Context: an optimization exercise on an open-source flow, tuned for small area, a short achievable clock period and few clock cycles. The choices shown serve that exercise and are no tape-out recipe.
RTL that was checked went through simulation tests only; none was proved equivalent to the original.
No activity file was given, so power comes from the tool's default toggle rates.

Setup of job 1365:
==> flow/design.v (excerpt) <==
module rps_serial_core (
    input  wire       clk,
    input  wire       rst,         
    input  wire       drv_ready,   
    input  wire [7:0] in_port,     
    input  wire [9:0] dist_mm,     
    input  wire       tick,        
    input  wire       rx_valid,
    input  wire [7:0] rx_data,
    output wire       rx_ready,
    output wire       tx_valid,
    output wire [7:0] tx_data,
    input  wire       tx_ready,
    output wire [7:0] out_port     
);
Size: about 4300 cells after synthesis, roughly 2300 flip-flops.
==> flow/config.mk <==
export PLATFORM = sky130hd
export DESIGN_NAME = rps_serial_core
export DESIGN_NICKNAME = rps_serial_core
export VERILOG_FILES = /design/flow/design.v
export SDC_FILE = /design/flow/constraint.sdc
export NUM_CORES = 4
export LEC_CHECK = 0
export CAP_MARGIN = 20
export CORE_MARGIN = 2
export CORE_UTILIZATION = 65
export CTS_BUF_LIST = sky130_fd_sc_hd__clkbuf_8
export CTS_CLUSTER_DIAMETER = 50
export CTS_CLUSTER_SIZE = 16
export PLACE_DENSITY = 0.75
export SLEW_MARGIN = 20
==> flow/constraint.sdc <==
create_clock -name core_clock -period 110.0 [get_ports {clk}]
set_input_delay 22.0000 -clock core_clock [delete_from_list [all_inputs] [get_ports {clk}]]
set_output_delay 22.0000 -clock core_clock [all_outputs]
set_load 0.01 [all_outputs]
standard.sh (not shown) runs the stock make flow with config.mk's settings and CLKGATE_MAP_FILE= SYNTH_SCRIPT=/design/flow/synth_recipe.tcl, a recipe that flattens the netlist after the stock synthesis.
==> flow/flow/run.sh <==
#!/bin/bash
# Standard layout, with faster cells for the port buffers, and repair
# aiming at setup slack beyond what the IO paths now reach.
set -euo pipefail
cd "$(dirname "$0")/.."
export BUFFER_PORTS_ARGS="-buffer_cell sky130_fd_sc_hd__buf_4"
bash standard.sh SETUP_SLACK_MARGIN=87.2 finish > standard.log 2>&1
Here is what was changed in the inputs of job 7138 compared with job 1365.
Settings: ABC_AREA now 1, previously not set; CTS_CLUSTER_DIAMETER now 45, was 50; CTS_CLUSTER_SIZE now 20, was 16.
==> flow/flow/run.sh <==
#!/bin/bash
# Standard layout, with faster cells for the port buffers.
set -euo pipefail
cd "$(dirname "$0")/.."
export BUFFER_PORTS_ARGS="-buffer_cell sky130_fd_sc_hd__buf_4"
bash standard.sh finish > standard.log 2>&1
==> results.txt <==
- Job 7138 was carried through to the last stage, and its layout satisfied the timing, DRC and antenna checks.
- Comparing job 1365 with job 7138, the synthesized area came out essentially unchanged.
- Changes observed in job 7138 relative to job 1365: first-iteration DRC count now larger; fraction of synthesized area in multiplexers now smaller.
Setup changes, job 7138 to job 8217
Settings: changing CTS_BUF_LIST from sky130_fd_sc_hd__clkbuf_8 to sky130_fd_sc_hd__clkbuf_16; changing CTS_CLUSTER_SIZE from 20 to 32; changing CTS_CLUSTER_DIAMETER from 45 to 50.
Results
The higher portion of total power attributed to combinational logic came out of job 7138. Job 8217 and job 7138 ended up with roughly the same clock transition at the registers of the reported paths. There was hardly any difference in final critical-path share of the clock period between job 8217 and job 7138.
Function was not checked in any run of this note: the RTL went through the layout flow alone.

* * *

== v44 ==
Another version of the RTL of rps_serial_core (not shown whole).
For scale: roughly 4,900 cells after synthesis, roughly 59,000 sq um of cells after synthesis.
Settings: LEC_CHECK=0, ABC_AREA=1, CAP_MARGIN=20, CORE_MARGIN=2, CORE_UTILIZATION=72, CTS_BUF_LIST=sky130_fd_sc_hd__clkbuf_8, CTS_CLUSTER_DIAMETER=40, CTS_CLUSTER_SIZE=16, PLACE_DENSITY=0.8, SLEW_MARGIN=20; clock period 110.0 ns.
==> flow/flow/run.sh <==
#!/bin/bash
# Standard layout, with faster cells for the port buffers.
set -euo pipefail
cd "$(dirname "$0")/.."
export BUFFER_PORTS_ARGS="-buffer_cell sky130_fd_sc_hd__buf_4"
bash standard.sh finish > standard.log 2>&1
v44 finished all stages; the layout is clean.
Testbench counts of v44, summed over its fixed seeds: cycles 22,748.
What v36 does differently from v44 at the input level:
- CTS_CLUSTER_SIZE removed (was 16)
- CORE_UTILIZATION changed from 72 to 74
- PLACE_DENSITY changed from 0.8 to 0.82
- CTS_BUF_LIST removed (was sky130_fd_sc_hd__clkbuf_8)
- CTS_CLUSTER_DIAMETER removed (was 40)
==> flow/flow/run.sh <==
#!/bin/bash
# Standard layout, with faster cells for the port buffers, and a clock tree
# of strong buffers above smaller leaf buffers.
set -euo pipefail
cd "$(dirname "$0")/.."
export BUFFER_PORTS_ARGS="-buffer_cell sky130_fd_sc_hd__buf_4"
export CTS_ARGS="-sink_clustering_enable -repair_clock_nets -sink_clustering_size 16 -sink_clustering_max_diameter 46 -root_buf sky130_fd_sc_hd__clkbuf_16 -buf_list sky130_fd_sc_hd__clkbuf_16 -sink_clustering_buffer sky130_fd_sc_hd__clkbuf_8"
bash standard.sh finish > standard.log 2>&1
[summary]
- v36 completed; timing, DRC and antenna clean
- Summary: first-iteration DRC count, v36 worse than v44
- v36: global-route usage higher than v44
- Of the two candidates, v44 has the worse final worst hold slack and v36 the better one.
- v36 against v44: number of vias after detailed routing rose 1,684, clock share of power fell 1.2 points.
[inputs] v1 vs v36
- changing PLACE_DENSITY from 0.82 to 0.8
- changing CORE_UTILIZATION from 74 to 72
## What came out
v1 finished end to end and its layout was clean on timing, DRC and antenna.
Die area on v1 is behind v36.
Looking at final worst slack, v1 sits 0.014 ns lower than v36 does.
Looking at via count, v1 sits below v36.

[separate check: timing with driven ports]
How much do the figures lean on ideal ports? The routed layouts below were timed once more, with nothing changed but the port constraints. Step 1 (the two cells are an assumption about what drives the block):
set clk [get_ports {clk}]
set_driving_cell -lib_cell sky130_fd_sc_hd__clkbuf_16 $clk
set_driving_cell -lib_cell sky130_fd_sc_hd__buf_2 [delete_from_list [all_inputs] $clk]
Step 2 moves the port delays by t, midway between the first and last clock arrival at a register: inputs arrive t later, outputs are due t later. That takes back most of the time a late clock gives input paths. Slacks: ideal ports / drivers / drivers and shift; pairs: ideal ports / drivers.
| run | t, ns | setup WS [ns] | worst hold slack (ns) | worst setup path at the end | worst register clock-pin slew, ns |
|---|---|---|---|---|---|
| job 1365 | 0.887 | 86.613 / 86.553 / 86.982 | 0.291 / 0.291 / 0.291 | input to register | 0.10 / 0.10 |
| job 7138 | 0.905 | 86.591 / 86.525 / 86.493 | 0.315 / 0.315 / 0.315 | input to register | 0.12 / 0.12 |
| job 8217 | 0.776 | 86.736 / 86.668 / 86.499 | 0.308 / 0.308 / 0.308 | input to register | 0.11 / 0.11 |
| v44 | 0.899 | 86.627 / 86.563 / 86.506 | 0.309 / 0.309 / 0.309 | input to register | 0.11 / 0.11 |
| v36 | 0.801 | 86.719 / 86.648 / 86.520 | 0.318 / 0.318 / 0.318 | input to register | 0.11 / 0.11 |
| v1 | 0.794 | 86.705 / 86.640 / 86.235 | 0.310 / 0.310 / 0.310 | input to register | 0.11 / 0.11 |
After both steps every run listed still meets setup and hold. For v1, which loses most, drivers alone change the setup slack by -0.065 ns; drivers and shift together by -0.470 ns.
